What follows belongs to an exercise in optimizing a design on an open flow for small area, a short achievable clock period and few clock cycles; a production flow would make more cautious choices.
In this exercise RTL edits were held to simulation tests only and were not proved equivalent to the original.
Power figures rest on the tool's default switching activity, not on a simulated workload.

### config.mk
export PLATFORM = sky130hd
export DESIGN_NAME = mscc
export DESIGN_NICKNAME = mscc
export VERILOG_FILES = /design/flow/design.v
export SDC_FILE = /design/flow/constraint.sdc
export NUM_CORES = 4
export LEC_CHECK = 0
export CAP_MARGIN = 20
export CORE_MARGIN = 2
export CORE_UTILIZATION = 40
export PLACE_DENSITY = 0.6
export SETUP_SLACK_MARGIN = 4
export SLEW_MARGIN = 20
### constraint.sdc
create_clock -name core_clock -period 12.0 [get_ports {clk}]
set_input_delay 2.4000 -clock core_clock [delete_from_list [all_inputs] [get_ports {clk}]]
set_output_delay 2.4000 -clock core_clock [all_outputs]
set_load 0.01 [all_outputs]
### design.v
module mscc_debounce #(
    parameter [31:0] T = 32'd0
) (
    input  wire        clk,
    input  wire        clear,      
    input  wire        update,     
    input  wire        raw,
    input  wire [31:0] now,
    input  wire [31:7] now_hm1,    
    output reg         level,      
    output wire        level_n,    
    output wire        rise        
);
    reg        pend;
    reg [31:0] since;
    wire       el_in;
    wire [6:0] el_lo;
    mscc_elapsed #(.K(7)) el (.now(now), .now_hm1(now_hm1), .t(since),
        .in_range(el_in), .lo(el_lo));
    reg         exp_r;
    always @(posedge clk)
        exp_r <= pend && !(el_in && el_lo < T[6:0]);
    wire        expired   = (T == 32'd0) || exp_r;
    assign level_n = (raw != level && expired) ? raw : level;
    assign rise    = !level && level_n;
    always @(posedge clk) begin
        if (clear) begin
            level <= 1'b0;
            pend  <= 1'b0;
            since <= 32'd0;
        end else if (update) begin
            if (raw == level) begin
                pend <= 1'b0;
            end else if (expired) begin
                level <= raw;
                pend  <= 1'b0;
            end else if (!pend) begin
                pend  <= 1'b1;
                since <= now;
            end
        end
    end
endmodule
module mscc_elapsed #(
    parameter integer K = 7
) (
    input  wire [31:0]  now,
    input  wire [31:K]  now_hm1,
    input  wire [31:0]  t,
    output wire         in_range,
    output wire [K-1:0] lo
);
    wire [K:0] d_lo = {1'b0, now[K-1:0]} - {1'b0, t[K-1:0]};
    assign lo     = d_lo[K-1:0];
    assign in_range = d_lo[K] ? (now_hm1 == t[31:K]) : (now[31:K] == t[31:K]);
endmodule
module mscc_unit (
    input  wire        clk,
    input  wire        rst,            
    input  wire [31:0] now,
    input  wire [31:7] now_hm1,        
    input  wire        do_init,
    input  wire        do_estop,
    input  wire        do_start,       
    input  wire        do_stop,        
    input  wire        do_reset_req,   
    input  wire        do_clear_req,   
    input  wire        do_set_amp,
    input  wire [6:0]  amp_val,
    input  wire        do_set_sim,
    input  wire        sim_val,
    input  wire        do_inject,
    input  wire [4:0]  inj_val,
    input  wire        do_force,
    input  wire [2:0]  force_val,      
    input  wire        do_update,      
    input  wire        comm_lost,      
    input  wire        iso_stop,       
    input  wire        freq_we,        
    input  wire [15:0] freq_pulses,
    input  wire [15:0] freq_window,
    input  wire [3:0]  phys_bits,
    input  wire [15:0] phys_power,
    input  wire [3:0]  sim_bits,
    input  wire [15:0] sim_power,
    output reg  [2:0]  state,
    output reg  [4:0]  faults,
    output reg  [2:0]  pending,
    output reg         pulse,
    output reg         running,
    output reg         locked,
    output reg         comm_ok,
    output reg         sim,
    output reg         start_out,
    output reg         reset_out,
    output reg  [6:0]  amp,
    output reg  [15:0] power,
    output reg  [15:0] fq_pulses,      
    output reg  [15:0] fq_window,
    output reg  [15:0] start_count,
    output reg  [15:0] fault_count,
    output wire        start_ok,       
    output wire        stop_ok,        
    output wire        reset_ok,       
    output wire        clear_ok,       
    output wire        safe,
    output wire [15:0] status_word,
    output wire [2:0]  upd_state,
    output wire [4:0]  upd_faults,
    output wire        upd_running
);
    localparam [2:0] U_IDLE = 3'd0, U_STARTING = 3'd1, U_RUNNING = 3'd2,
                     U_STOPPING = 3'd3, U_FAULT = 3'd4, U_UNKNOWN = 3'd5;
    localparam [2:0] P_NONE = 3'd0, P_START = 3'd1, P_STOP = 3'd2,
                     P_RESET = 3'd3, P_CLEAR = 3'd4;
    localparam [31:0] T_START_DELAY = 32'd100;
    localparam [31:0] T_STOP_SETTLE = 32'd100;
    localparam [31:0] T_RESET_PULSE = 32'd50;
    localparam [6:0]  AMP_RESET     = 7'd20;
    reg [31:0] t_state;
    reg [4:0]  inj;
    assign start_ok = (state == U_IDLE) && (faults == 5'd0) &&
                      (pending == P_NONE || pending == P_START);
    assign stop_ok  = ((state == U_STARTING || state == U_RUNNING) &&
                       (pending == P_NONE || pending == P_STOP)) ||
                      (state == U_IDLE && pending == P_START);
    wire [4:0] lvl;       
    wire [4:0] lvl_n;     
    wire [4:0] rise;
    assign reset_ok = (state == U_FAULT) && (faults == 5'b00001) && !lvl[0] &&
                      !pulse && (pending == P_NONE || pending == P_RESET);
    assign clear_ok = (state == U_FAULT) && !pulse &&
                      (pending == P_NONE || pending == P_CLEAR) &&
                      (faults == 5'd0 || (faults & 5'b11110) != 5'd0) &&
                      ((faults & lvl) == 5'd0);
    assign safe = (state == U_IDLE || state == U_FAULT) && !start_out && !reset_out;
    assign status_word = {(pending != P_NONE) || pulse, safe, reset_out, start_out,
                          sim, comm_ok, locked, running, faults, state};
    reg  [3:0]  s_bits;
    always @(posedge clk)
        s_bits <= sim ? sim_bits : phys_bits;
    wire [15:0] s_power = sim ? sim_power : phys_power;
    wire s_ovl  = s_bits[0];
    wire s_lock = s_bits[1];
    wire s_hw   = s_bits[2];
    wire s_wd   = s_bits[3];
    wire [4:0] raw = {s_wd, s_hw, comm_lost, (state == U_RUNNING) && !s_lock, s_ovl};
    wire       deb_clear = rst || do_init;
    mscc_debounce #(.T(32'd50)) deb_ovl (.clk(clk), .clear(deb_clear), .update(do_update),
        .raw(raw[0]), .now(now), .now_hm1(now_hm1), .level(lvl[0]), .level_n(lvl_n[0]), .rise(rise[0]));
    mscc_debounce #(.T(32'd50)) deb_ful (.clk(clk), .clear(deb_clear), .update(do_update),
        .raw(raw[1]), .now(now), .now_hm1(now_hm1), .level(lvl[1]), .level_n(lvl_n[1]), .rise(rise[1]));
    mscc_debounce #(.T(32'd0))  deb_comm (.clk(clk), .clear(deb_clear), .update(do_update),
        .raw(raw[2]), .now(now), .now_hm1(now_hm1), .level(lvl[2]), .level_n(lvl_n[2]), .rise(rise[2]));
    mscc_debounce #(.T(32'd0))  deb_hw (.clk(clk), .clear(deb_clear), .update(do_update),
        .raw(raw[3]), .now(now), .now_hm1(now_hm1), .level(lvl[3]), .level_n(lvl_n[3]), .rise(rise[3]));
    mscc_debounce #(.T(32'd0))  deb_wd (.clk(clk), .clear(deb_clear), .update(do_update),
        .raw(raw[4]), .now(now), .now_hm1(now_hm1), .level(lvl[4]), .level_n(lvl_n[4]), .rise(rise[4]));
    wire [4:0]  new_f   = (rise | inj) & ~faults;
    wire [4:0]  faults1 = faults | new_f;
    wire [2:0]  new_cnt = {2'b00, new_f[0]} + {2'b00, new_f[1]} + {2'b00, new_f[2]} +
                          {2'b00, new_f[3]} + {2'b00, new_f[4]};
    wire        el_in;
    wire [6:0]  el_lo;
    mscc_elapsed #(.K(7)) el (.now(now), .now_hm1(now_hm1), .t(t_state),
        .in_range(el_in), .lo(el_lo));
    reg         el_ge_pulse, el_ge_100;
    always @(posedge clk) begin
        el_ge_pulse <= !(el_in && el_lo < T_RESET_PULSE[6:0]);
        el_ge_100   <= !(el_in && el_lo < T_START_DELAY[6:0]);
    end
    wire        el_ge_start = el_ge_100;
    wire        el_ge_stop  = el_ge_100;
    wire        all_clear = (faults1 & lvl_n) == 5'd0;
    reg [2:0]  n_state;
    reg [4:0]  n_faults;
    reg [2:0]  n_pending;
    reg        n_pulse, n_running, n_start_out, n_reset_out;
    reg [31:0] n_t_state;
    reg [15:0] n_start_count;
    always @* begin
        n_state       = state;
        n_faults      = faults1;
        n_pending     = pending;
        n_pulse       = pulse;
        n_running     = running;
        n_start_out   = start_out;
        n_reset_out   = reset_out;
        n_t_state     = t_state;
        n_start_count = start_count;
        if (state == U_UNKNOWN || (faults1 != 5'd0 && state != U_FAULT)) begin
            n_state     = U_FAULT;
            n_start_out = 1'b0;
            n_reset_out = 1'b0;
            n_pulse     = 1'b0;
            n_running   = 1'b0;
            n_pending   = P_NONE;
            n_t_state   = now;
        end else begin
            case (state)
                U_FAULT: begin
                    if (pulse) begin
                        if (el_ge_pulse) begin
                            n_pulse     = 1'b0;
                            n_reset_out = 1'b0;
                            if (faults1 == 5'b00001 && !lvl_n[0]) begin
                                n_faults  = 5'd0;
                                n_state   = U_IDLE;
                                n_t_state = now;
                            end
                        end
                    end else if (pending == P_RESET) begin
                        n_pending = P_NONE;
                        if (faults1 == 5'b00001 && !lvl_n[0]) begin
                            n_pulse     = 1'b1;
                            n_reset_out = 1'b1;
                            n_t_state   = now;
                        end
                    end else if (pending == P_CLEAR) begin
                        n_pending = P_NONE;
                        if (all_clear) begin
                            n_faults = faults1 & 5'b00001;
                            if ((faults1 & 5'b00001) == 5'd0) begin
                                n_state   = U_IDLE;
                                n_t_state = now;
                            end
                        end
                    end
                end
                U_IDLE: begin
                    if (pending == P_START) begin
                        n_pending     = P_NONE;
                        n_state       = U_STARTING;
                        n_start_out   = 1'b1;
                        n_t_state     = now;
                        n_start_count = start_count + 16'd1;
                    end
                end
                U_STARTING: begin
                    if (pending == P_STOP) begin
                        n_pending   = P_NONE;
                        n_state     = U_STOPPING;
                        n_start_out = 1'b0;
                        n_t_state   = now;
                    end else if (el_ge_start) begin
                        n_state   = U_RUNNING;
                        n_running = 1'b1;
                    end
                end
                U_RUNNING: begin
                    if (pending == P_STOP) begin
                        n_pending   = P_NONE;
                        n_state     = U_STOPPING;
                        n_start_out = 1'b0;
                        n_t_state   = now;
                    end
                end
                U_STOPPING: begin
                    if (el_ge_stop) begin
                        n_state   = U_IDLE;
                        n_running = 1'b0;
                    end
                end
                default: ;
            endcase
        end
    end
    assign upd_state   = n_state;
    assign upd_faults  = n_faults;
    assign upd_running = n_running;
    wire stop_ok_n = ((n_state == U_STARTING || n_state == U_RUNNING) &&
                      (n_pending == P_NONE || n_pending == P_STOP)) ||
                     (n_state == U_IDLE && n_pending == P_START);
    always @(posedge clk) begin
        if (rst || do_init) begin
            state       <= rst ? U_UNKNOWN : U_IDLE;
            faults      <= 5'd0;
            pending     <= P_NONE;
            pulse       <= 1'b0;
            running     <= 1'b0;
            locked      <= 1'b0;
            comm_ok     <= !rst;
            sim         <= 1'b0;
            start_out   <= 1'b0;
            reset_out   <= 1'b0;
            amp         <= AMP_RESET;
            power       <= 16'd0;
            fq_pulses   <= 16'd0;
            fq_window   <= 16'd1;
            start_count <= 16'd0;
            fault_count <= 16'd0;
            t_state     <= rst ? 32'd0 : now;
            inj         <= 5'd0;
        end else begin
            if (do_estop) begin
                start_out <= 1'b0;
                reset_out <= 1'b0;
                pulse     <= 1'b0;
                running   <= 1'b0;
                pending   <= P_NONE;
                state     <= (state == U_FAULT || state == U_UNKNOWN) ? U_FAULT : U_IDLE;
                t_state   <= now;
            end
            if (do_start)
                pending <= P_START;
            if (do_stop && stop_ok)
                pending <= (state == U_IDLE) ? P_NONE : P_STOP;
            if (do_reset_req)
                pending <= P_RESET;
            if (do_clear_req)
                pending <= P_CLEAR;
            if (do_set_amp)
                amp <= amp_val;
            if (do_set_sim)
                sim <= sim_val;
            if (do_inject)
                inj <= inj | inj_val;
            if (do_force) begin
                state     <= force_val;
                pending   <= P_NONE;
                pulse     <= 1'b0;
                reset_out <= 1'b0;
                start_out <= (force_val == U_STARTING || force_val == U_RUNNING);
                running   <= (force_val == U_RUNNING || force_val == U_STOPPING);
                t_state   <= now;
            end
            if (freq_we) begin
                fq_pulses <= freq_pulses;
                fq_window <= freq_window;
            end
            if (do_update) begin
                power       <= s_power;
                locked      <= s_lock;
                comm_ok     <= !comm_lost;
                inj         <= 5'd0;
                fault_count <= fault_count + {13'd0, new_cnt};
                state       <= n_state;
                faults      <= n_faults;
                pending     <= (iso_stop && stop_ok_n) ?
                               ((n_state == U_IDLE) ? P_NONE : P_STOP) : n_pending;
                pulse       <= n_pulse;
                running     <= n_running;
                start_out   <= n_start_out;
                reset_out   <= n_reset_out;
                t_state     <= n_t_state;
                start_count <= n_start_count;
            end
        end
    end
endmodule
module mscc (
    input  wire        clk,
    input  wire        rst_n,             
    input  wire        cmd_valid,
    input  wire [31:0] cmd_word,
    input  wire [31:0] cmd_now,
    input  wire        comm_seen,
    input  wire [3:0]  phys_overload,
    input  wire [3:0]  phys_lock,
    input  wire [3:0]  phys_hw_fault,
    input  wire [3:0]  phys_wd_fault,
    input  wire [63:0] phys_power_raw,
    input  wire [63:0] phys_pulse_count,
    input  wire [63:0] phys_window_ms,
    input  wire [3:0]  sim_overload,
    input  wire [3:0]  sim_lock,
    input  wire [3:0]  sim_hw_fault,
    input  wire [3:0]  sim_wd_fault,
    input  wire [63:0] sim_power_raw,
    input  wire [63:0] sim_pulse_count,
    input  wire [63:0] sim_window_ms,
    output wire        res_valid,
    output wire [31:0] res_word,
    output wire [3:0]  start_out,
    output wire [3:0]  reset_out,
    output wire [7:0]  duty
);
    localparam [7:0] OP_NOP = 8'h00, OP_INIT = 8'h01, OP_TICK = 8'h02, OP_READ_REG = 8'h03,
                     OP_START = 8'h10, OP_STOP = 8'h11, OP_SET_AMP = 8'h12, OP_RESET_OVL = 8'h13,
                     OP_CLEAR_FAULTS = 8'h14, OP_GET_STATUS = 8'h15, OP_IS_SAFE = 8'h16,
                     OP_AMP_BCAST = 8'h17, OP_COORD_START = 8'h20, OP_CONFIRM = 8'h21,
                     OP_COORD_STOP = 8'h22, OP_UNIT_START = 8'h23, OP_UNIT_STOP = 8'h24,
                     OP_REPORT_FAULT = 8'h25, OP_ESTOP = 8'h26, OP_SET_INHIBIT = 8'h27,
                     OP_REARM = 8'h28, OP_SET_SIM = 8'h30, OP_INJECT_FAULT = 8'h31,
                     OP_FORCE_STATE = 8'h32;
    localparam [3:0] R_OK = 4'd0, R_ILLEGAL_OPCODE = 4'd1, R_RESERVED_FIELD = 4'd2,
                     R_BAD_INDEX = 4'd3, R_BAD_VALUE = 4'd4, R_BAD_STATE = 4'd5,
                     R_INHIBITED = 4'd6, R_NOT_INIT = 4'd7, R_LOCKED_OUT = 4'd8;
    localparam [2:0] M_IDLE = 3'd0, M_COORD_START = 3'd1, M_RUNNING = 3'd2,
                     M_ESTOP = 3'd3, M_FAULT_ISO = 3'd4;
    localparam [2:0] U_IDLE = 3'd0, U_STARTING = 3'd1, U_RUNNING = 3'd2,
                     U_STOPPING = 3'd3, U_FAULT = 3'd4, U_UNKNOWN = 3'd5;
    localparam [2:0] P_NONE = 3'd0, P_START = 3'd1, P_STOP = 3'd2,
                     P_RESET = 3'd3, P_CLEAR = 3'd4;
    localparam [31:0] T_COMM_TIMEOUT = 32'd1000;
    localparam [31:0] T_SEQ_TIMEOUT  = 32'd500;
    localparam [1:0] S_IDLE = 2'd0, S_TICK = 2'd1, S_DIV = 2'd2, S_DRESP = 2'd3;
    localparam integer DK = 2;
    localparam integer DSTEPS = 16 / DK;
    wire rst = !rst_n;
    reg [1:0]  fsm;
    reg        initialized;
    reg [31:0] last_comm;
    reg        comm_lost;
    reg [7:0]  duty_r;
    reg [7:0]  order;         
    reg [6:0]  bcast;
    reg [2:0]  m_state;
    reg        inhibit;
    reg [3:0]  active, confirmed, faulted, stop_wait;
    reg [31:0] t_start_seq, t_stop_seq;
    reg        lf_valid, lf_timeout;
    reg [1:0]  lf_ch;
    reg [4:0]  lf_mask;
    reg        respond;
    reg [3:0]  r_code;
    reg [15:0] r_val;
    assign res_valid = cmd_valid && respond;
    assign res_word  = {r_val, 12'd0, r_code};
    assign duty      = duty_r;
    wire [31:7]  now_hm7  = cmd_now[31:7] - 25'd1;
    wire [31:10] now_hm10 = cmd_now[31:10] - 22'd1;
    wire       lc_in, ss_in, sp_in;
    wire [9:0] lc_lo, ss_lo, sp_lo;
    mscc_elapsed #(.K(10)) el_lc (.now(cmd_now), .now_hm1(now_hm10), .t(last_comm),
        .in_range(lc_in), .lo(lc_lo));
    mscc_elapsed #(.K(10)) el_ss (.now(cmd_now), .now_hm1(now_hm10), .t(t_start_seq),
        .in_range(ss_in), .lo(ss_lo));
    mscc_elapsed #(.K(10)) el_sp (.now(cmd_now), .now_hm1(now_hm10), .t(t_stop_seq),
        .in_range(sp_in), .lo(sp_lo));
    wire comm_timeout = !(lc_in && lc_lo < T_COMM_TIMEOUT[9:0]);
    wire start_seq_to = !(ss_in && ss_lo < T_SEQ_TIMEOUT[9:0]);
    wire stop_seq_to  = !(sp_in && sp_lo < T_SEQ_TIMEOUT[9:0]);
    reg  comm_lost_r, start_seq_to_r, stop_seq_to_r;
    always @(posedge clk) begin
        comm_lost_r    <= !comm_seen && comm_timeout;
        start_seq_to_r <= start_seq_to;
        stop_seq_to_r  <= stop_seq_to;
    end
    wire [11:0]  u_state;
    wire [19:0]  u_faults;
    wire [11:0]  u_pending;
    wire [3:0]   u_pulse, u_running, u_locked, u_comm_ok, u_sim;
    wire [27:0]  u_amp;
    wire [63:0]  u_power;
    wire [63:0]  u_fq_pulses, u_fq_window;
    wire [11:0]  upd_state;
    wire [19:0]  upd_faults;
    wire [3:0]   upd_running;
    wire [63:0]  u_start_count, u_fault_count;
    wire [3:0]   u_start_ok, u_stop_ok, u_reset_ok, u_clear_ok, u_safe;
    wire [63:0]  u_status;
    reg        c_init, c_estop, c_update;
    reg [3:0]  c_start, c_stop, c_reset_req, c_clear_req, c_set_amp, c_set_sim, c_inject, c_force;
    reg [6:0]  c_amp;
    reg [2:0]  c_force_state;
    reg [3:0]  c_freq_we;
    reg        c_iso_stop;
    reg        comm_lost_n;
    genvar gi;
    generate
        for (gi = 0; gi < 4; gi = gi + 1) begin : unit
            mscc_unit u (
                .clk(clk), .rst(rst), .now(cmd_now), .now_hm1(now_hm7),
                .do_init(c_init), .do_estop(c_estop),
                .do_start(c_start[gi]), .do_stop(c_stop[gi]),
                .do_reset_req(c_reset_req[gi]), .do_clear_req(c_clear_req[gi]),
                .do_set_amp(c_set_amp[gi]), .amp_val(c_amp),
                .do_set_sim(c_set_sim[gi]), .sim_val(cmd_word[0]),
                .do_inject(c_inject[gi]), .inj_val(cmd_word[4:0]),
                .do_force(c_force[gi]), .force_val(c_force_state),
                .do_update(c_update), .comm_lost(comm_lost_n),
                .iso_stop(c_iso_stop),
                .freq_we(c_freq_we[gi]),
                .freq_pulses(u_sim[gi] ? sim_pulse_count[16*gi +: 16] : phys_pulse_count[16*gi +: 16]),
                .freq_window(u_sim[gi] ? sim_window_ms[16*gi +: 16] : phys_window_ms[16*gi +: 16]),
                .phys_bits({phys_wd_fault[gi], phys_hw_fault[gi], phys_lock[gi], phys_overload[gi]}),
                .phys_power(phys_power_raw[16*gi +: 16]),
                .sim_bits({sim_wd_fault[gi], sim_hw_fault[gi], sim_lock[gi], sim_overload[gi]}),
                .sim_power(sim_power_raw[16*gi +: 16]),
                .state(u_state[3*gi +: 3]), .faults(u_faults[5*gi +: 5]),
                .pending(u_pending[3*gi +: 3]), .pulse(u_pulse[gi]),
                .running(u_running[gi]), .locked(u_locked[gi]), .comm_ok(u_comm_ok[gi]),
                .sim(u_sim[gi]), .start_out(start_out[gi]), .reset_out(reset_out[gi]),
                .amp(u_amp[7*gi +: 7]), .power(u_power[16*gi +: 16]),
                .fq_pulses(u_fq_pulses[16*gi +: 16]), .fq_window(u_fq_window[16*gi +: 16]),
                .start_count(u_start_count[16*gi +: 16]),
                .fault_count(u_fault_count[16*gi +: 16]),
                .start_ok(u_start_ok[gi]), .stop_ok(u_stop_ok[gi]),
                .reset_ok(u_reset_ok[gi]), .clear_ok(u_clear_ok[gi]),
                .safe(u_safe[gi]), .status_word(u_status[16*gi +: 16]),
                .upd_state(upd_state[3*gi +: 3]), .upd_faults(upd_faults[5*gi +: 5]),
                .upd_running(upd_running[gi])
            );
        end
    endgenerate
    reg        dv_first;
    reg [15:0] dv_r;           
    reg [15:0] dv_nq;          
    reg [15:0] dv_w;           
    wire       dv_sat_n = dv_r >= dv_w;    
    reg [2:0]  dv_cnt;
    reg [15:0] dv_r_n, dv_nq_n;
    reg [16:0] dv_shift;
    reg [17:0] dv_diff;
    integer    di;
    always @* begin
        dv_r_n  = dv_r;
        dv_nq_n = dv_nq;
        for (di = 0; di < DK; di = di + 1) begin
            dv_shift = {dv_r_n, dv_nq_n[15]};
            dv_diff  = {1'b0, dv_shift} - {2'b00, dv_w};
            if (!dv_diff[17]) begin
                dv_r_n  = dv_diff[15:0];
                dv_nq_n = {dv_nq_n[14:0], 1'b1};
            end else begin
                dv_r_n  = dv_shift[15:0];
                dv_nq_n = {dv_nq_n[14:0], 1'b0};
            end
        end
    end
    wire [7:0]  op  = cmd_word[31:24];
    wire [3:0]  idx = cmd_word[23:20];
    wire [3:0]  msk = cmd_word[19:16];
    wire [15:0] dat = cmd_word[15:0];
    wire [1:0]  ch  = idx[1:0];
    wire [6:0] amp_clamped = ($signed(dat) < 16'sd20)  ? 7'd20 :
                             ($signed(dat) > 16'sd100) ? 7'd100 : dat[6:0];
    wire fmask_ok = (dat[15:5] == 11'd0) && (dat[4:0] != 5'd0);
    wire [3:0] gate_code = (m_state == M_ESTOP || m_state == M_FAULT_ISO) ? R_LOCKED_OUT :
                           inhibit ? R_INHIBITED : R_OK;
    reg [3:0] is_idle, is_run, is_fault, is_active_state, rearm_ok;
    integer k;
    always @* begin
        for (k = 0; k < 4; k = k + 1) begin
            is_idle[k]         = u_state[3*k +: 3] == U_IDLE;
            is_run[k]          = u_state[3*k +: 3] == U_RUNNING;
            is_fault[k]        = u_state[3*k +: 3] == U_FAULT;
            is_active_state[k] = u_state[3*k +: 3] == U_STARTING ||
                                 u_state[3*k +: 3] == U_RUNNING ||
                                 u_state[3*k +: 3] == U_STOPPING;
            rearm_ok[k]        = is_idle[k] && u_faults[5*k +: 5] == 5'd0 &&
                                 u_pending[3*k +: 3] == P_NONE;
        end
    end
    wire [3:0]  run_mask  = u_running;
    wire [2:0]  run_count = {2'b00, run_mask[0]} + {2'b00, run_mask[1]} +
                            {2'b00, run_mask[2]} + {2'b00, run_mask[3]};
    wire [2:0]  blk_off   = dat[6:4] - 3'd2;
    wire        ch_block  = (dat[15:7] == 9'd0) && (dat[6:4] >= 3'd2) && (dat[6:4] <= 3'd5);
    wire [1:0]  rch       = blk_off[1:0];
    wire [2:0]  rpend     = u_pending[3*rch +: 3];
    wire [15:0] rpulses   = u_fq_pulses[16*rch +: 16];
    wire [15:0] rwindow   = u_fq_window[16*rch +: 16];
    wire [25:0] rp625     = {rpulses, 9'd0} + {3'd0, rpulses, 7'd0} - {6'd0, rpulses, 4'd0} +
                            {10'd0, rpulses};
    wire [29:0] rprod     = {rp625, 4'd0};
    reg         reg_hit;
    reg  [15:0] reg_val;
    always @* begin
        reg_hit = 1'b1;
        reg_val = 16'd0;
        if (dat[15:4] == 12'h000) begin
            case (dat[3:0])
                4'h0: reg_val = {13'd0, run_count};
                4'h1: reg_val = {12'd0, run_mask};
                4'h2: reg_val = {13'd0, m_state};
                4'h3: reg_val = {stop_wait, faulted, confirmed, active};
                4'h4: reg_val = {8'd0, duty_r};
                4'h5: reg_val = {lf_valid, lf_timeout, 5'd0, lf_mask, 2'd0, lf_ch};
                4'h6: reg_val = {12'd0, stop_wait != 4'd0, m_state == M_COORD_START,
                                 comm_lost, initialized};
                default: reg_hit = 1'b0;
            endcase
        end else if (dat == 16'h0010) begin
            reg_val = {15'd0, inhibit};
        end else if (dat == 16'h0011) begin
            reg_val = {9'd0, bcast};
        end else if (ch_block) begin
            case (dat[3:0])
                4'h0: reg_val = {12'd0, rpend == P_CLEAR, rpend == P_RESET || u_pulse[rch],
                                 rpend == P_STOP, rpend == P_START};
                4'h1: reg_val = {9'd0, u_amp[7*rch +: 7]};
                4'h2: reg_val = u_power[16*rch +: 16];
                4'h3: reg_val = 16'd0;      
                4'h4: reg_val = {11'd0, u_faults[5*rch +: 5]};
                4'h5: reg_val = {6'd0, rch, u_pulse[rch], u_safe[rch], reset_out[rch],
                                 start_out[rch], u_sim[rch], u_comm_ok[rch], u_locked[rch],
                                 u_running[rch]};
                4'h6: reg_val = {13'd0, u_state[3*rch +: 3]};
                4'h7: reg_val = u_start_count[16*rch +: 16];
                4'h8: reg_val = u_fault_count[16*rch +: 16];
                4'h9: reg_val = u_status[16*rch +: 16];
                default: reg_hit = 1'b0;
            endcase
        end else begin
            reg_hit = 1'b0;
        end
    end
    reg [1:0]  win_ch;
    reg        any_run;
    integer    j;
    always @* begin
        win_ch  = 2'd0;
        any_run = 1'b0;
        for (j = 3; j >= 0; j = j - 1) begin
            if (upd_running[order[2*j +: 2]]) begin
                win_ch  = order[2*j +: 2];
                any_run = 1'b1;
            end
        end
    end
    wire [6:0]  win_amp   = u_amp[7*win_ch +: 7];
    function [7:0] duty_of(input [6:0] a);
        case (a)
            7'd0: duty_of = 8'd0;
            7'd1: duty_of = 8'd2;
            7'd2: duty_of = 8'd5;
            7'd3: duty_of = 8'd7;
            7'd4: duty_of = 8'd10;
            7'd5: duty_of = 8'd12;
            7'd6: duty_of = 8'd15;
            7'd7: duty_of = 8'd17;
            7'd8: duty_of = 8'd20;
            7'd9: duty_of = 8'd22;
            7'd10: duty_of = 8'd25;
            7'd11: duty_of = 8'd28;
            7'd12: duty_of = 8'd30;
            7'd13: duty_of = 8'd33;
            7'd14: duty_of = 8'd35;
            7'd15: duty_of = 8'd38;
            7'd16: duty_of = 8'd40;
            7'd17: duty_of = 8'd43;
            7'd18: duty_of = 8'd45;
            7'd19: duty_of = 8'd48;
            7'd20: duty_of = 8'd51;
            7'd21: duty_of = 8'd53;
            7'd22: duty_of = 8'd56;
            7'd23: duty_of = 8'd58;
            7'd24: duty_of = 8'd61;
            7'd25: duty_of = 8'd63;
            7'd26: duty_of = 8'd66;
            7'd27: duty_of = 8'd68;
            7'd28: duty_of = 8'd71;
            7'd29: duty_of = 8'd73;
            7'd30: duty_of = 8'd76;
            7'd31: duty_of = 8'd79;
            7'd32: duty_of = 8'd81;
            7'd33: duty_of = 8'd84;
            7'd34: duty_of = 8'd86;
            7'd35: duty_of = 8'd89;
            7'd36: duty_of = 8'd91;
            7'd37: duty_of = 8'd94;
            7'd38: duty_of = 8'd96;
            7'd39: duty_of = 8'd99;
            7'd40: duty_of = 8'd102;
            7'd41: duty_of = 8'd104;
            7'd42: duty_of = 8'd107;
            7'd43: duty_of = 8'd109;
            7'd44: duty_of = 8'd112;
            7'd45: duty_of = 8'd114;
            7'd46: duty_of = 8'd117;
            7'd47: duty_of = 8'd119;
            7'd48: duty_of = 8'd122;
            7'd49: duty_of = 8'd124;
            7'd50: duty_of = 8'd127;
            7'd51: duty_of = 8'd130;
            7'd52: duty_of = 8'd132;
            7'd53: duty_of = 8'd135;
            7'd54: duty_of = 8'd137;
            7'd55: duty_of = 8'd140;
            7'd56: duty_of = 8'd142;
            7'd57: duty_of = 8'd145;
            7'd58: duty_of = 8'd147;
            7'd59: duty_of = 8'd150;
            7'd60: duty_of = 8'd153;
            7'd61: duty_of = 8'd155;
            7'd62: duty_of = 8'd158;
            7'd63: duty_of = 8'd160;
            7'd64: duty_of = 8'd163;
            7'd65: duty_of = 8'd165;
            7'd66: duty_of = 8'd168;
            7'd67: duty_of = 8'd170;
            7'd68: duty_of = 8'd173;
            7'd69: duty_of = 8'd175;
            7'd70: duty_of = 8'd178;
            7'd71: duty_of = 8'd181;
            7'd72: duty_of = 8'd183;
            7'd73: duty_of = 8'd186;
            7'd74: duty_of = 8'd188;
            7'd75: duty_of = 8'd191;
            7'd76: duty_of = 8'd193;
            7'd77: duty_of = 8'd196;
            7'd78: duty_of = 8'd198;
            7'd79: duty_of = 8'd201;
            7'd80: duty_of = 8'd204;
            7'd81: duty_of = 8'd206;
            7'd82: duty_of = 8'd209;
            7'd83: duty_of = 8'd211;
            7'd84: duty_of = 8'd214;
            7'd85: duty_of = 8'd216;
            7'd86: duty_of = 8'd219;
            7'd87: duty_of = 8'd221;
            7'd88: duty_of = 8'd224;
            7'd89: duty_of = 8'd226;
            7'd90: duty_of = 8'd229;
            7'd91: duty_of = 8'd232;
            7'd92: duty_of = 8'd234;
            7'd93: duty_of = 8'd237;
            7'd94: duty_of = 8'd239;
            7'd95: duty_of = 8'd242;
            7'd96: duty_of = 8'd244;
            7'd97: duty_of = 8'd247;
            7'd98: duty_of = 8'd249;
            7'd99: duty_of = 8'd252;
            7'd100: duty_of = 8'd255;
            7'd101: duty_of = 8'd1;
            7'd102: duty_of = 8'd4;
            7'd103: duty_of = 8'd6;
            7'd104: duty_of = 8'd9;
            7'd105: duty_of = 8'd11;
            7'd106: duty_of = 8'd14;
            7'd107: duty_of = 8'd16;
            7'd108: duty_of = 8'd19;
            7'd109: duty_of = 8'd21;
            7'd110: duty_of = 8'd24;
            7'd111: duty_of = 8'd27;
            7'd112: duty_of = 8'd29;
            7'd113: duty_of = 8'd32;
            7'd114: duty_of = 8'd34;
            7'd115: duty_of = 8'd37;
            7'd116: duty_of = 8'd39;
            7'd117: duty_of = 8'd42;
            7'd118: duty_of = 8'd44;
            7'd119: duty_of = 8'd47;
            7'd120: duty_of = 8'd50;
            7'd121: duty_of = 8'd52;
            7'd122: duty_of = 8'd55;
            7'd123: duty_of = 8'd57;
            7'd124: duty_of = 8'd60;
            7'd125: duty_of = 8'd62;
            7'd126: duty_of = 8'd65;
            7'd127: duty_of = 8'd67;
            default: duty_of = 8'd0;
        endcase
    endfunction
    wire [7:0]  duty_arb  = any_run ? duty_of(win_amp) : 8'd0;
    function [7:0] order_front(input [7:0] ord, input [1:0] c);
        reg [1:0] p;
        integer q;
        begin
            p = 2'd0;
            for (q = 0; q < 4; q = q + 1)
                if (ord[2*q +: 2] == c) p = q[1:0];
            order_front[1:0] = c;
            order_front[3:2] = (p >= 2'd1) ? ord[1:0] : ord[3:2];
            order_front[5:4] = (p >= 2'd2) ? ord[3:2] : ord[5:4];
            order_front[7:6] = (p == 2'd3) ? ord[5:4] : ord[7:6];
        end
    endfunction
    reg [1:0]  n_fsm;
    reg        n_initialized, n_comm_lost;
    reg [31:0] n_last_comm;
    reg [7:0]  n_duty, n_order;
    reg [6:0]  n_bcast;
    reg [2:0]  n_m_state;
    reg        n_inhibit;
    reg [3:0]  n_active, n_confirmed, n_faulted, n_stop_wait;
    reg [31:0] n_t_start_seq, n_t_stop_seq;
    reg        n_lf_valid, n_lf_timeout;
    reg [1:0]  n_lf_ch;
    reg [4:0]  n_lf_mask;
    reg        iso, iso_to;
    reg [3:0]  iso_ch_mask;
    reg [1:0]  iso_ch;
    reg [4:0]  iso_mask;
    reg        op_known, use_idx, use_msk, use_dat, pre_init_ok;
    reg [3:0]  added;
    reg [3:0]  poll, conf1, sw1, stop_msk, up_idle, up_run, up_fault;
    reg [2:0]  st1;
    reg [2:0]  fs;
    integer    i;
    always @* begin
        n_fsm         = fsm;
        r_code        = R_OK;
        r_val         = 16'd0;
        respond       = 1'b0;
        n_initialized = initialized;
        n_comm_lost   = comm_lost;
        n_last_comm   = last_comm;
        n_duty        = duty_r;
        n_order       = order;
        n_bcast       = bcast;
        n_m_state     = m_state;
        n_inhibit     = inhibit;
        n_active      = active;
        n_confirmed   = confirmed;
        n_faulted     = faulted;
        n_stop_wait   = stop_wait;
        n_t_start_seq = t_start_seq;
        n_t_stop_seq  = t_stop_seq;
        n_lf_valid    = lf_valid;
        n_lf_timeout  = lf_timeout;
        n_lf_ch       = lf_ch;
        n_lf_mask     = lf_mask;
        c_init = 1'b0; c_estop = 1'b0; c_update = 1'b0;
        c_start = 4'd0; c_stop = 4'd0; c_reset_req = 4'd0; c_clear_req = 4'd0;
        c_set_amp = 4'd0; c_set_sim = 4'd0; c_inject = 4'd0; c_force = 4'd0;
        c_amp = amp_clamped;
        c_force_state = (dat[2:0] >= 3'd6) ? U_UNKNOWN : dat[2:0];
        c_freq_we = 4'd0;
        c_iso_stop = 1'b0;
        comm_lost_n = comm_lost;
        for (i = 0; i < 4; i = i + 1) begin
            up_idle[i]  = upd_state[3*i +: 3] == U_IDLE;
            up_run[i]   = upd_state[3*i +: 3] == U_RUNNING;
            up_fault[i] = upd_state[3*i +: 3] == U_FAULT;
        end
        iso = 1'b0; iso_to = 1'b0; iso_ch_mask = 4'd0; iso_ch = 2'd0; iso_mask = 5'd0;
        added = 4'd0; poll = 4'd0; conf1 = confirmed; sw1 = stop_wait; st1 = m_state;
        stop_msk = 4'd0; fs = 3'd0;
        op_known = 1'b1; use_idx = 1'b0; use_msk = 1'b0; use_dat = 1'b0;
        case (op)
            OP_NOP, OP_INIT, OP_TICK, OP_ESTOP, OP_REARM: ;
            OP_READ_REG, OP_AMP_BCAST, OP_SET_INHIBIT: use_dat = 1'b1;
            OP_START, OP_STOP, OP_RESET_OVL, OP_CLEAR_FAULTS, OP_GET_STATUS, OP_IS_SAFE,
            OP_CONFIRM, OP_UNIT_START, OP_UNIT_STOP: use_idx = 1'b1;
            OP_SET_AMP, OP_REPORT_FAULT, OP_SET_SIM, OP_INJECT_FAULT, OP_FORCE_STATE: begin
                use_idx = 1'b1;
                use_dat = 1'b1;
            end
            OP_COORD_START, OP_COORD_STOP: use_msk = 1'b1;
            default: op_known = 1'b0;
        endcase
        pre_init_ok = (op == OP_NOP || op == OP_INIT || op == OP_READ_REG ||
                       op == OP_GET_STATUS || op == OP_IS_SAFE);
        case (fsm)
            S_IDLE: if (cmd_valid) begin
                respond = 1'b1;
                if (!op_known)
                    r_code = R_ILLEGAL_OPCODE;
                else if ((!use_idx && idx != 4'd0) || (!use_msk && msk != 4'd0) ||
                         (!use_dat && dat != 16'd0))
                    r_code = R_RESERVED_FIELD;
                else if (!initialized && !pre_init_ok)
                    r_code = R_NOT_INIT;
                else if (use_idx && idx > 4'd3)
                    r_code = R_BAD_INDEX;
                else begin
                    case (op)
                        OP_NOP: ;
                        OP_INIT: begin
                            c_init        = 1'b1;
                            n_initialized = 1'b1;
                            n_last_comm   = cmd_now;
                            n_comm_lost   = 1'b0;
                            n_duty        = 8'd0;
                            n_order       = 8'b11_10_01_00;
                            n_bcast       = 7'd0;
                            n_m_state     = M_IDLE;
                            n_inhibit     = 1'b0;
                            n_active      = 4'd0;
                            n_confirmed   = 4'd0;
                            n_faulted     = 4'd0;
                            n_stop_wait   = 4'd0;
                            n_t_start_seq = cmd_now;
                            n_t_stop_seq  = cmd_now;
                            n_lf_valid    = 1'b0;
                            n_lf_timeout  = 1'b0;
                            n_lf_ch       = 2'd0;
                            n_lf_mask     = 5'd0;
                        end
                        OP_TICK: begin
                            respond = 1'b0;
                            n_fsm   = S_TICK;
                        end
                        OP_READ_REG: begin
                            if (!reg_hit) r_code = R_BAD_VALUE;
                            else if (ch_block && dat[3:0] == 4'h3) begin
                                respond = 1'b0;
                                n_fsm   = S_DIV;
                            end else
                                r_val  = reg_val;
                        end
                        OP_START: begin
                            if (gate_code != R_OK)   r_code = gate_code;
                            else if (!u_start_ok[ch]) r_code = R_BAD_STATE;
                            else                     c_start[ch] = 1'b1;
                        end
                        OP_STOP: begin
                            if (!u_stop_ok[ch]) r_code = R_BAD_STATE;
                            else                c_stop[ch] = 1'b1;
                        end
                        OP_SET_AMP: begin
                            c_set_amp[ch] = 1'b1;
                            n_order       = order_front(order, ch);
                        end
                        OP_RESET_OVL: begin
                            if (!u_reset_ok[ch]) r_code = R_BAD_STATE;
                            else                 c_reset_req[ch] = 1'b1;
                        end
                        OP_CLEAR_FAULTS: begin
                            if (!u_clear_ok[ch]) r_code = R_BAD_STATE;
                            else                 c_clear_req[ch] = 1'b1;
                        end
                        OP_GET_STATUS: r_val = u_status[16*ch +: 16];
                        OP_IS_SAFE:    r_val = {15'd0, u_safe[ch]};
                        OP_AMP_BCAST: begin
                            c_set_amp = 4'b1111;
                            n_order   = 8'b00_01_10_11;
                            n_bcast   = amp_clamped;
                        end
                        OP_COORD_START: begin
                            if (msk == 4'd0)                         r_code = R_BAD_VALUE;
                            else if (gate_code != R_OK)              r_code = gate_code;
                            else if (m_state != M_IDLE)              r_code = R_BAD_STATE;
                            else if ((msk & ~u_start_ok) != 4'd0)    r_code = R_BAD_STATE;
                            else begin
                                c_start       = msk;
                                n_m_state     = M_COORD_START;
                                n_active      = msk;
                                n_confirmed   = 4'd0;
                                n_t_start_seq = cmd_now;
                            end
                        end
                        OP_CONFIRM: begin
                            if (m_state != M_COORD_START || !active[ch] || !is_run[ch])
                                r_code = R_BAD_STATE;
                            else
                                n_confirmed[ch] = 1'b1;
                        end
                        OP_COORD_STOP, OP_UNIT_STOP: begin
                            stop_msk = (op == OP_COORD_STOP) ? msk : (4'b0001 << ch);
                            if (op == OP_COORD_STOP && msk == 4'd0)
                                r_code = R_BAD_VALUE;
                            else if (op == OP_COORD_STOP &&
                                     !(m_state == M_RUNNING || m_state == M_COORD_START))
                                r_code = R_BAD_STATE;
                            else if (op == OP_UNIT_STOP && m_state != M_RUNNING)
                                r_code = R_BAD_STATE;
                            else begin
                                c_stop = stop_msk;
                                added  = stop_msk & is_active_state & ~stop_wait;
                                n_stop_wait = stop_wait | added;
                                n_active    = active & ~stop_msk;
                                n_confirmed = confirmed & ~stop_msk;
                                if (added != 4'd0) n_t_stop_seq = cmd_now;
                            end
                        end
                        OP_UNIT_START: begin
                            if (gate_code != R_OK)          r_code = gate_code;
                            else if (m_state != M_RUNNING)  r_code = R_BAD_STATE;
                            else if (!u_start_ok[ch])       r_code = R_BAD_STATE;
                            else begin
                                c_start[ch]  = 1'b1;
                                n_active[ch] = 1'b1;
                            end
                        end
                        OP_REPORT_FAULT: begin
                            if (!fmask_ok)
                                r_code = R_BAD_VALUE;
                            else if (m_state == M_ESTOP) begin
                                n_faulted[ch] = 1'b1;
                                n_lf_valid    = 1'b1;
                                n_lf_timeout  = 1'b0;
                                n_lf_ch       = ch;
                                n_lf_mask     = dat[4:0];
                            end else begin
                                iso         = 1'b1;
                                iso_ch_mask = 4'b0001 << ch;
                                iso_ch      = ch;
                                iso_mask    = dat[4:0];
                            end
                        end
                        OP_ESTOP: begin
                            c_estop     = 1'b1;
                            n_duty      = 8'd0;
                            n_m_state   = M_ESTOP;
                            n_active    = 4'd0;
                            n_confirmed = 4'd0;
                            n_stop_wait = 4'd0;
                        end
                        OP_SET_INHIBIT: begin
                            if (dat > 16'd1) r_code = R_BAD_VALUE;
                            else             n_inhibit = dat[0];
                        end
                        OP_REARM: begin
                            if (m_state != M_FAULT_ISO || rearm_ok != 4'b1111)
                                r_code = R_BAD_STATE;
                            else begin
                                n_m_state = M_IDLE;
                                n_faulted = 4'd0;
                            end
                        end
                        OP_SET_SIM: begin
                            if (dat > 16'd1) r_code = R_BAD_VALUE;
                            else             c_set_sim[ch] = 1'b1;
                        end
                        OP_INJECT_FAULT: begin
                            if (!fmask_ok) r_code = R_BAD_VALUE;
                            else           c_inject[ch] = 1'b1;
                        end
                        OP_FORCE_STATE: begin
                            fs = c_force_state;
                            if (dat > 16'd7)
                                r_code = R_BAD_VALUE;
                            else if ((fs == U_STARTING || fs == U_RUNNING || fs == U_STOPPING) &&
                                     gate_code != R_OK)
                                r_code = gate_code;
                            else
                                c_force[ch] = 1'b1;
                        end
                        default: ;
                    endcase
                end
            end
            S_TICK: begin
                respond = 1'b1;
                for (i = 0; i < 4; i = i + 1)
                    c_freq_we[i] = (u_sim[i] ? sim_window_ms[16*i +: 16]
                                             : phys_window_ms[16*i +: 16]) != 16'd0;
                if (comm_seen) n_last_comm = cmd_now;
                comm_lost_n = comm_lost_r;
                n_comm_lost = comm_lost_n;
                c_update    = 1'b1;
                n_duty  = duty_arb;
                if (m_state != M_ESTOP) begin
                    poll = up_fault & ~faulted;
                    if (poll != 4'd0) begin
                        iso         = 1'b1;
                        iso_ch_mask = poll;
                        for (i = 0; i < 4; i = i + 1)
                            if (poll[i]) iso_ch = i[1:0];
                        iso_mask = upd_faults[5*iso_ch +: 5];
                    end else if (m_state != M_FAULT_ISO) begin
                        conf1 = confirmed | (active & up_run);
                        sw1   = stop_wait & ~up_idle;
                        n_confirmed = conf1;
                        n_stop_wait = sw1;
                        if ((m_state == M_COORD_START || m_state == M_RUNNING) &&
                            active == 4'd0 && sw1 == 4'd0) begin
                            n_m_state = M_IDLE;
                        end else begin
                            st1 = (m_state == M_COORD_START && conf1 == active) ? M_RUNNING : m_state;
                            n_m_state = st1;
                            if (st1 == M_COORD_START && start_seq_to_r) begin
                                iso    = 1'b1;
                                iso_to = 1'b1;
                            end else if (sw1 != 4'd0 && stop_seq_to_r) begin
                                iso    = 1'b1;
                                iso_to = 1'b1;
                            end
                        end
                    end
                end
            end
            S_DIV: begin
                if (dv_first && dv_sat_n) begin
                    respond = 1'b1;
                    r_val   = 16'hFFFF;
                end else if (dv_cnt == 3'd0)
                    n_fsm   = S_DRESP;
            end
            S_DRESP: begin
                respond = 1'b1;
                r_val   = dv_nq;
            end
        endcase
        if (iso) begin
            c_iso_stop   = c_update;
            n_m_state    = M_FAULT_ISO;
            n_faulted    = faulted | iso_ch_mask;
            n_lf_valid   = 1'b1;
            n_lf_timeout = iso_to;
            n_lf_ch      = iso_ch;
            n_lf_mask    = iso_mask;
            c_stop       = c_update ? 4'b0000 : 4'b1111;    
            n_active     = 4'd0;
            n_confirmed  = 4'd0;
            n_stop_wait  = 4'd0;
        end
        if (respond) begin
            n_fsm = S_IDLE;
            if (c_update)
                r_val = {1'b0, n_m_state, upd_state};
            if (r_code != R_OK) begin
                r_val = 16'd0;
            end
        end
    end
    always @(posedge clk) begin
        if (rst) begin
            fsm         <= S_IDLE;
            initialized <= 1'b0;
            last_comm   <= 32'd0;
            comm_lost   <= 1'b0;
            duty_r      <= 8'd0;
            order       <= 8'b11_10_01_00;
            bcast       <= 7'd0;
            m_state     <= M_IDLE;
            inhibit     <= 1'b0;
            active      <= 4'd0;
            confirmed   <= 4'd0;
            faulted     <= 4'd0;
            stop_wait   <= 4'd0;
            t_start_seq <= 32'd0;
            t_stop_seq  <= 32'd0;
            lf_valid    <= 1'b0;
            lf_timeout  <= 1'b0;
            lf_ch       <= 2'd0;
            lf_mask     <= 5'd0;
        end else begin
            fsm         <= n_fsm;
            initialized <= n_initialized;
            last_comm   <= n_last_comm;
            comm_lost   <= n_comm_lost;
            duty_r      <= n_duty;
            order       <= n_order;
            bcast       <= n_bcast;
            m_state     <= n_m_state;
            inhibit     <= n_inhibit;
            active      <= n_active;
            confirmed   <= n_confirmed;
            faulted     <= n_faulted;
            stop_wait   <= n_stop_wait;
            t_start_seq <= n_t_start_seq;
            t_stop_seq  <= n_t_stop_seq;
            lf_valid    <= n_lf_valid;
            lf_timeout  <= n_lf_timeout;
            lf_ch       <= n_lf_ch;
            lf_mask     <= n_lf_mask;
            if (fsm == S_IDLE) begin
                dv_first <= 1'b1;
                dv_r     <= {2'b00, rprod[29:16]};
                dv_nq    <= rprod[15:0];
                dv_w     <= rwindow;
                dv_cnt   <= DSTEPS - 1;
            end else if (fsm == S_DIV) begin
                dv_first <= 1'b0;
                dv_r     <= dv_r_n;
                dv_nq    <= dv_nq_n;
                dv_cnt   <= dv_cnt - 3'd1;
            end
        end
    end
endmodule
### run.sh
#!/bin/bash
# synth_recipe.tcl (not shown) runs the flow's synth.tcl, then flattens the netlist and writes it again
# the make line also repeats each setting of config.mk as NAME=value (left out here)
make -C /OpenROAD-flow-scripts/flow DESIGN_CONFIG=/design/flow/config.mk WORK_HOME=/design/flow/orfs CLKGATE_MAP_FILE= SYNTH_SCRIPT=/design/flow/synth_recipe.tcl finish
==> summary.md, run 1 <==
| Metric | Value |
|---|---|
| Finished Core Util | `~48%` |
| Least-Margin Pin Slew | `1250 ps` |
| Worst-Skew Late Latency | `between 800 and 900 ps` |
| Seq/Total Area, Yosys | `a little under a third` |
| CP Cell Sequence | `buf_16, nor3_4, nand4_1, buf_6, nor2_4, a222oi_1, buf_4, a2111oi_4, a21oi_2, o21a_1, nor4_4, o21ai_1, a21oi_2, buf_6` |
| Hold Startpoint | `t_start_seq[2]` |
| Synth unique cells | `~110` |
| Post-synth EDFFs | `slightly below 200` |
| DR vias | `slightly below 80000` |
| Crit path max-delay family | `compound AO/OA/AOI/OAI gates` |
| Hold depth | `2` |
| Worst rel slew slack | `roughly 16%` |
| CTS tree | `built` |
| Chip Width | `around 440 um` |
| Critical path required time | `~9600 ps` |
| I/O Buffers | `between 500 and 600` |
| GR Util All Layers | `roughly 37%` |
| Synth top area share | `between 20% and 30%` |
| Vias per cell | `slightly above 6` |
| Final wirelength | `between 300 and 400 mm` |
| Final Critical Period | `about 8100 ps` |
| # rows | `159` |
| Kind of critical path | `in -> out` |
| Clock root buffer | `clkbuf_16` |
| Setup skew after layout | `between 40 and 50 ps` |
| Peak supply drop | `roughly 120 uV` |
| Share of the clock period used by the worst path | `roughly two thirds` |
| Hold Path Class | `reg -> reg` |
| P&R area growth vs syn | `19.0%` |
| Hold path endpoint | `t_start_seq[2]` |
| Top post-synthesis cells by area | `dfxtp_1 (24%), edfxtp_1 (7.7%), mux2i_1 (5.5%)` |
| Fmax | `0.124 GHz` |
| Most instantiated cells after synthesis | `nand2_1 (1098), nor2_1 (1026), dfxtp_1 (895)` |
| Cell with the most instances after synthesis | `nand2_1` |
| Final slew viol count | `0` |
| R2R Setup Slk | `4720 ps` |
| Routed len/inst | `29.9 um` |
| Reg2reg start | `dv_w[1]` |
| Grt total ovfl | `0` |
| Layout cell share with drive strength beyond 1 | `about 11%` |
| Cell area after synthesis | `around 76000 um^2` |
| Max-capacitance violation count | `0` |
| Mean Syn Cell Area | `between 8 and 9 um^2` |
| Fin. Hold Viols | `0` |
| Crit. End Element | `output port` |
| Core area | `roughly 190000 um^2` |
| Cell Pwr Density | `about 110 nW/um^2` |
| Post-route ant nets | `0` |
| CP peak stage delay | `~370 ps` |
| Ys async rst share | `0%` |
| Largest net degree at the start of global routing | `between 150 and 200` |
| Starting Density | `40.3%` |
| Outcome | `finished clean` |
| Setup tns final | `0 ps` |
| GP Congestion | `~1.0` |
| Reg2reg end | `dv_r[8]` |
| Clock Path Buffers | `3` |
| Worst-path clk slew | `about 60 ps` |
| Final setup fails | `0` |
| IO Count | `between 500 and 600` |
| Die H | `between 400 and 500 um` |
| Dpl hpwl | `approximately 280 mm` |
| Slowest CP cell | `nor4_4` |
| Drc violations | `0` |
| RSZ-0062 raised after global routing | `true` |
| Cells after Synth | `~9400` |
| Die area | `about 190000 um^2` |
| CP Max Fanout | `11` |
| CTS H-tree depth | `4` |
| Vias in the first global route | `just over 70000` |
| Initial antenna violation count | `31` |
| Drt pass-1 iters | `12` |
| Total CTS buffers | `137` |
| CTS sink count | `~1100` |
| Crit path DAT | `5660 ps` |
| Bufs and invs on worst path | `4` |
| CP startpoint kind | `input pin` |
| Number of synthesized register bits | `between 1000 and 1500` |
| First-pass GRT wire length | `between 500 and 600 mm` |
| Post-synth top flop | `dfxtp_1` |
| Pleak | `between 30 and 40 nW` |
| Worst r2r path cells | `29` |
| Cell taking the most area after synthesis | `dfxtp_1` |
| Final nets | `~11000` |
| Ys Warns | `4` |
| DRT iter0 DRCs | `8973` |
-- metal layers --
layer	vias to the layer above	track usage (%)	share of wire (%)
met5	-	0	0.015
met4	8	18.2	5.8
met3	849	7.03	9.4
met2	3994	55.6	43
met1	37757	50.3	42
li1	34396	-	-
-- timing repair --
action                     in CTS  in global routing
buffers inserted               46                 36
hold buffers                    0                  0
cloned                          3                  3
setup endpoints to repair      21                 26
gates resized for setup       290                108
pin swaps                      32                 41
-- cell usage in the layout, fill, tap and decap left out, types with 68 or more instances in the layout --
cell	n
o21ai_0	368
clkbuf_16	143
xor2_1	336
nand2_1	1080
dfxtp_1	889
ha_1	263
inv_1	373
a22o_1	105
buf_4	324
a211oi_1	252
clkdlybuf4s50_1	445
nand3_1	214
edfxtp_1	193
nor3_1	207
mux2i_1	414
nor4_1	85
nand4_1	119
a21oi_1	802
mux4_2	84
a21o_1	68
a31oi_1	93
xnor2_1	408
nor2_1	990
-- worst max path at each step --
| stage | cells after the start | start | slack (ps) | to |
|---|---|---|---|---|
| 2_1_floorplan | 25 | cmd_word[5] | 4020 | dv_r[13] |
| 3_3_place_gp | 15 | cmd_word[28] | 1460 | res_word[28] |
| 3_5_place_dp | 16 | cmd_word[15] | 1520 | res_word[28] |
| 4_1_cts | 17 | cmd_word[2] | 3840 | res_word[28] |
| 5_1_grt | 13 | cmd_word[28] | 3820 | res_word[28] |
| 6_report | 14 | cmd_word[5] | 3940 | res_word[27] |
-- final cells by class --
| cell class | instances | area (um^2) |
|---|---|---|
| Fill cell | 18287 | 97900 |
| Clock buffer | 190 | 3940 |
| Multi-Input combinational cell | 7260 | 49100 |
| Antenna cell | 6 | 15.0 |
| Timing Repair Buffer | 874 | 8070 |
| Inverter | 379 | 1440 |
| Sequential cell | 1088 | 23700 |
| Clock inverter | 62 | 711 |
| Tap cell | 2495 | 3120 |
-- worst reg2reg max path, delay by kind of cell (launching register included) --
kind,cells,cell delay (ps)
adder cells (fa/ha/maj),2,470
buffers and inverters,4,840
AO/OA/AOI/OAI,18,4320
multiplexers,1,410
flip-flops,1,460
AND/OR/NAND/NOR,4,450
-- power by group --
part / total [mW] / switching (mW) / internal, mW / leakage, nW
clock network: 4.33 / 1.86 / 2.46 / 2.30
registers: 3.79 / 0.0333 / 3.75 / 9.17
logic: 1.40 / 0.869 / 0.533 / 20.7
-- metrics by stage --
step | instances | hold slack, ps | setup WS, ps | instance area (um^2) | total power [mW]
floorplan | 9447 | 422 | 4020 | 75800 | 4.64
global placement | 12004 | 437 | 1460 | 83400 | 5.17
detailed placement | 12005 | 446 | 1520 | 83400 | 5.19
CTS | 12306 | 454 | 3840 | 89300 | 9.52
global route | 12352 | 466 | 3820 | 90100 | 9.80
finish | 12354 | 453 | 3940 | 90100 | 9.52
-- sequential cells by signal, summed over array words and instances, names as in the netlist, 7 cells and up --
register	count
bcast	7
duty_r	8
dv_nq	16
dv_r	16
dv_w	16
last_comm	32
order	8
t_start_seq	32
t_stop_seq	32
unit.u.amp	28
unit.u.deb_ful.since	128
unit.u.deb_ovl.since	128
unit.u.fault_count	64
unit.u.faults	20
unit.u.fq_pulses	64
unit.u.fq_window	64
unit.u.inj	20
unit.u.pending	12
unit.u.power	64
unit.u.s_bits	16
unit.u.start_count	64
unit.u.state	12
unit.u.t_state	128
-- kinds of logic after synthesis --
family	after synthesis	share of synthesized area, %
simple gates	3260	19.8
compound gates	2380	20.3
buf+inv	1101	5.67
flops	1088	31.3
xor+xnor	746	8.63
mux	548	8.72
fa+ha+maj	312	5.62
other cells	1	0.00495
Testbench counts, summed over its fixed seeds: cycles 32,823.
==> run 2, diff against run 1 <==
--- a/config.mk
+++ b/config.mk
@@ -11,3 +11,2 @@
 export PLACE_DENSITY = 0.6
-export SETUP_SLACK_MARGIN = 4
 export SLEW_MARGIN = 20
==> run 2 against run 1 <==
Against the previous run: register-to-register slack lost 320 ps; combinational power down 3%; critical path depth decreased by 1; sequential cell count is the same; cell count fell by 0.76%; non-clock buffer count shrank 94; wire length decreased by 1.6%; synthesized area unchanged; sequential share of layout area increased by 0.66 points; total power is 2.4% lower; global-route usage fell by 0.55 points; highest routed layer unchanged; largest power group unchanged; die area did not move.
==> summary.md, run 2 <==
| Metric | Value |
|---|---|
| Kind of critical path | `in -> out` |
| Cells after Synth | `between 9000 and 10000` |
| Crit path DAT | `8100 ps` |
| Clock Path Buffers | `3` |
| Dpl cells | `11996` |
| CP Max Fanout | `11` |
| Post-route ant nets | `0` |
| Reg2reg start | `dv_w[1]` |
| Share of the clock period used by the worst path | `approximately 87%` |
| First-pass GRT wire length | `a little over 500 mm` |
| R2R Setup Slk | `between 4000 and 5000 ps` |
| DP Worst Slack | `1790 ps` |
| Clock root buffer | `clkbuf_16` |
| Sw frac | `between 20% and 30%` |
| Fmax | `around 0.095 GHz` |
| Drt pass-1 iters | `9` |
| Final Critical Period | `10500 ps` |
| Cell with the most instances after synthesis | `nand2_1` |
| Most instantiated cells after synthesis | `nand2_1 (1098), nor2_1 (1026), dfxtp_1 (895)` |
| Number of gates resized after CTS | `0` |
| Die area | `193000 um^2` |
| CTS sink count | `between 1000 and 1500` |
| Die H | `roughly 440 um` |
| Worst rel slew slack | `between 7 and 8%` |
| Gr busiest metal | `met2` |
| Mean Syn Cell Area | `~8.0 um^2` |
| Logic pwr share | `between 10% and 20%` |
| DR vias | `approximately 76000` |
| Setup WS post-layout | `1500 ps` |
| Cell taking the most area after synthesis | `dfxtp_1` |
| CTS tree | `built` |
| Initial antenna violation count | `32` |
| Net load switching power | `~2.7 mW` |
| Fin. Hold Viols | `0` |
| Synth unique cells | `~110` |
| Most frequent cells in the layout | `nand2_1 (1096), nor2_1 (1009), dfxtp_1 (891)` |
| Routed len/inst | `a little under 30 um` |
| Hold Path Class | `reg -> reg` |
| GR Util All Layers | `36.3%` |
| IO Count | `~530` |
| Cell area after synthesis | `~76000 um^2` |
| Ys Warns | `4` |
| Pleak | `roughly 31 nW` |
| Vias in the first global route | `about 70000` |
| Postcts setup bufs | `0` |
| Int Pwr | `~6.6 mW` |
| Setup skew after layout | `43.2 ps` |
| Setup tns final | `0 ps` |
| Chip Width | `439 um` |
| CP Launch Point | `cmd_word[15]` |
| Met1 Use GR | `around half` |
| P&R area growth vs syn | `16.0%` |
| I/O Buffers | `520` |
| Worst-Skew Late Latency | `820 ps` |
| Top post-synthesis cells by area | `dfxtp_1 (24%), edfxtp_1 (7.7%), mux2i_1 (5.5%)` |
| Met2 usage | `between 50% and 60%` |
| Layout cell share with drive strength beyond 1 | `7.94%` |
| Final slew viol count | `0` |
| Finished Core Util | `a little under half` |
| Least-Margin Pin Slew | `about 1400 ps` |
| Synth top area share | `between 20% and 30%` |
| Global routing usage on met3 | `approximately 7.3%` |
| Critical Path End | `res_word[27]` |
| GP Congestion | `approximately 1.0` |
| Biggest regs | `unit.u.deb_ful.since: 128 flops, unit.u.deb_ovl.since: 128 flops, unit.u.t_state: 128 flops` |
| Final Non-Filler Cells | `~12000` |
| Starting Density | `about two fifths` |
| Reg2reg end | `dv_r[1]` |
| Ys async rst share | `0%` |
| # rows | `roughly 160` |
| Post-CTS Hold Buffers | `0` |
| Leading cell type in the layout, fill and taps excluded | `nand2_1` |
| Drc violations | `0` |
| Seq/Total Area, Yosys | `between 30% and 40%` |
| Critical path required time | `around 9600 ps` |
| Outcome | `finished clean` |
| Overall power | `about 9.3 mW` |
| Dpl hpwl | `between 200 and 300 mm` |
| Final setup fails | `0` |
| Cell Pwr Density | `between 100 and 150 nW/um^2` |
| Total CTS buffers | `~130` |
| Clock power share | `between 40% and 50%` |
| CTS H-tree depth | `4` |
| Largest net degree at the start of global routing | `around 180` |
| Max-capacitance violation count | `0` |
| Grt total ovfl | `0` |
| Post-synth EDFFs | `~190` |
| Worst r2r path cells | `29` |
| Final wirelength | `363 mm` |
| Post-synth top flop | `dfxtp_1` |
| RSZ-0062 raised after global routing | `false` |
| Vias per cell | `slightly above 6` |
| Core area | `188000 um^2` |
| Worst-path clk slew | `~50 ps` |
| CP startpoint kind | `input pin` |
| Number of synthesized register bits | `1088` |
| Crit. End Element | `output port` |
| Final nets | `about 10000` |
| DRT iter0 DRCs | `~10000` |
| Peak supply drop | `about 110 uV` |
| Seq pwr share | `40.8%` |
==> run 2: power groups by stage <==
stage	registers, mW	clock network (mW)	logic, mW
after floorplan	3.86	0	0.780
after global placement	3.87	0	1.30
after detailed placement	3.87	0	1.32
after CTS	3.79	4.18	1.33
after global routing	3.79	4.32	1.44
final	3.79	4.14	1.36
==> run 2: how the worst min path moves through the flow <==
stage | start | to | slack [ps] | cells past startpoint
final | unit[2].u.deb_ovl.since[3] | unit[2].u.deb_ovl.since[3] | 450 | 2
after global routing | t_start_seq[1] | t_start_seq[1] | 470 | 2
after CTS | unit[0].u.deb_ovl.since[0] | unit[0].u.deb_ovl.since[0] | 450 | 2
after detailed placement | unit[0].u.deb_ovl.since[0] | unit[0].u.deb_ovl.since[0] | 450 | 2
after global placement | unit[2].u.deb_ovl.since[0] | unit[2].u.deb_ovl.since[0] | 440 | 2
after floorplan | unit[1].u.deb_ful.pend | unit[1].u.deb_ful.exp_r | 420 | 2
==> run 2: worst max-delay path: stages <==
cell and delay [ps]:
clkdlybuf4s50_1 610, nor4_1 490, nand4_1 440, buf_4 340
nor2_1 530, a222oi_1 390, a2111oi_0 560, a21oi_1 130
o21a_1 220, nor4_1 540, o21ai_0 210, a21oi_1 540
clkdlybuf4s50_1 680
==> run 2: logic make-up (layout without fill, tap and decap cells) <==
| kind of cell | count (synthesis) | count (layout) | share of synthesized area [%] |
|---|---|---|---|
| simple gates | 3260 | 3260 | 19.8 |
| compound gates | 2380 | 2380 | 20.3 |
| buf+inv | 1101 | 1402 | 5.67 |
| flops | 1088 | 1088 | 31.3 |
| xor+xnor | 746 | 746 | 8.63 |
| mux | 548 | 548 | 8.72 |
| fa+ha+maj | 312 | 312 | 5.62 |
| other cells | 1 | 29 | 0.00495 |
==> run 2: layer usage <==
layer	part of all wire [%]	vias to the layer above	routed length, um
li1	-	34156	-
met2	43	4038	155000
met1	42	37437	154000
met3	9.5	817	34400
met5	0.017	-	60
met4	5.4	10	19700
==> run 2: per-stage QoR <==
step | hold slack, ps | cell area (um^2)
finish | 452 | 87900
global route | 467 | 87900
CTS | 453 | 87700
detailed placement | 446 | 83400
global placement | 440 | 83300
floorplan | 422 | 75800
==> run 2: area by class of cell <==
class,instances,area [um^2]
multi-input cells,7258,48100
clock buffers,194,3850
well taps,2495,3120
fillers,18431,100000
diodes,17,42.5
clock inverters,49,509
inverters,379,1430
repair buffers,780,7090
flip-flops and latches,1088,23700

## separate check: timing with driven ports
The results above use ideal ports. As a check the final layouts listed here were re-extracted and re-timed, cells and wires unchanged. Step 1, drivers: a clkbuf_16 drives clk and a buf_2 each remaining input, both assumed. Step 2 times the ports against the registers' clock, not the clock port: input delays grow and output delays shrink by t, the midpoint of the rising clock arrivals with the driver on. Slacks: ideal ports / drivers / drivers and shift; pairs: ideal ports / drivers.
| run | shift t [ns] | setup WS [ns] | worst slew at a driven data input, ns |
|---|---|---|---|
| run 1 | 0.902 | 3.945 / 3.798 / 3.682 | 0.24 |
| run 2 | 0.887 | 1.504 / 1.482 / 1.482 | 0.23 |
After both steps setup and hold are still met in every run listed. The setup slack of run 1, which loses most, moves by -0.147 ns with the drivers and by -0.263 ns with both steps.
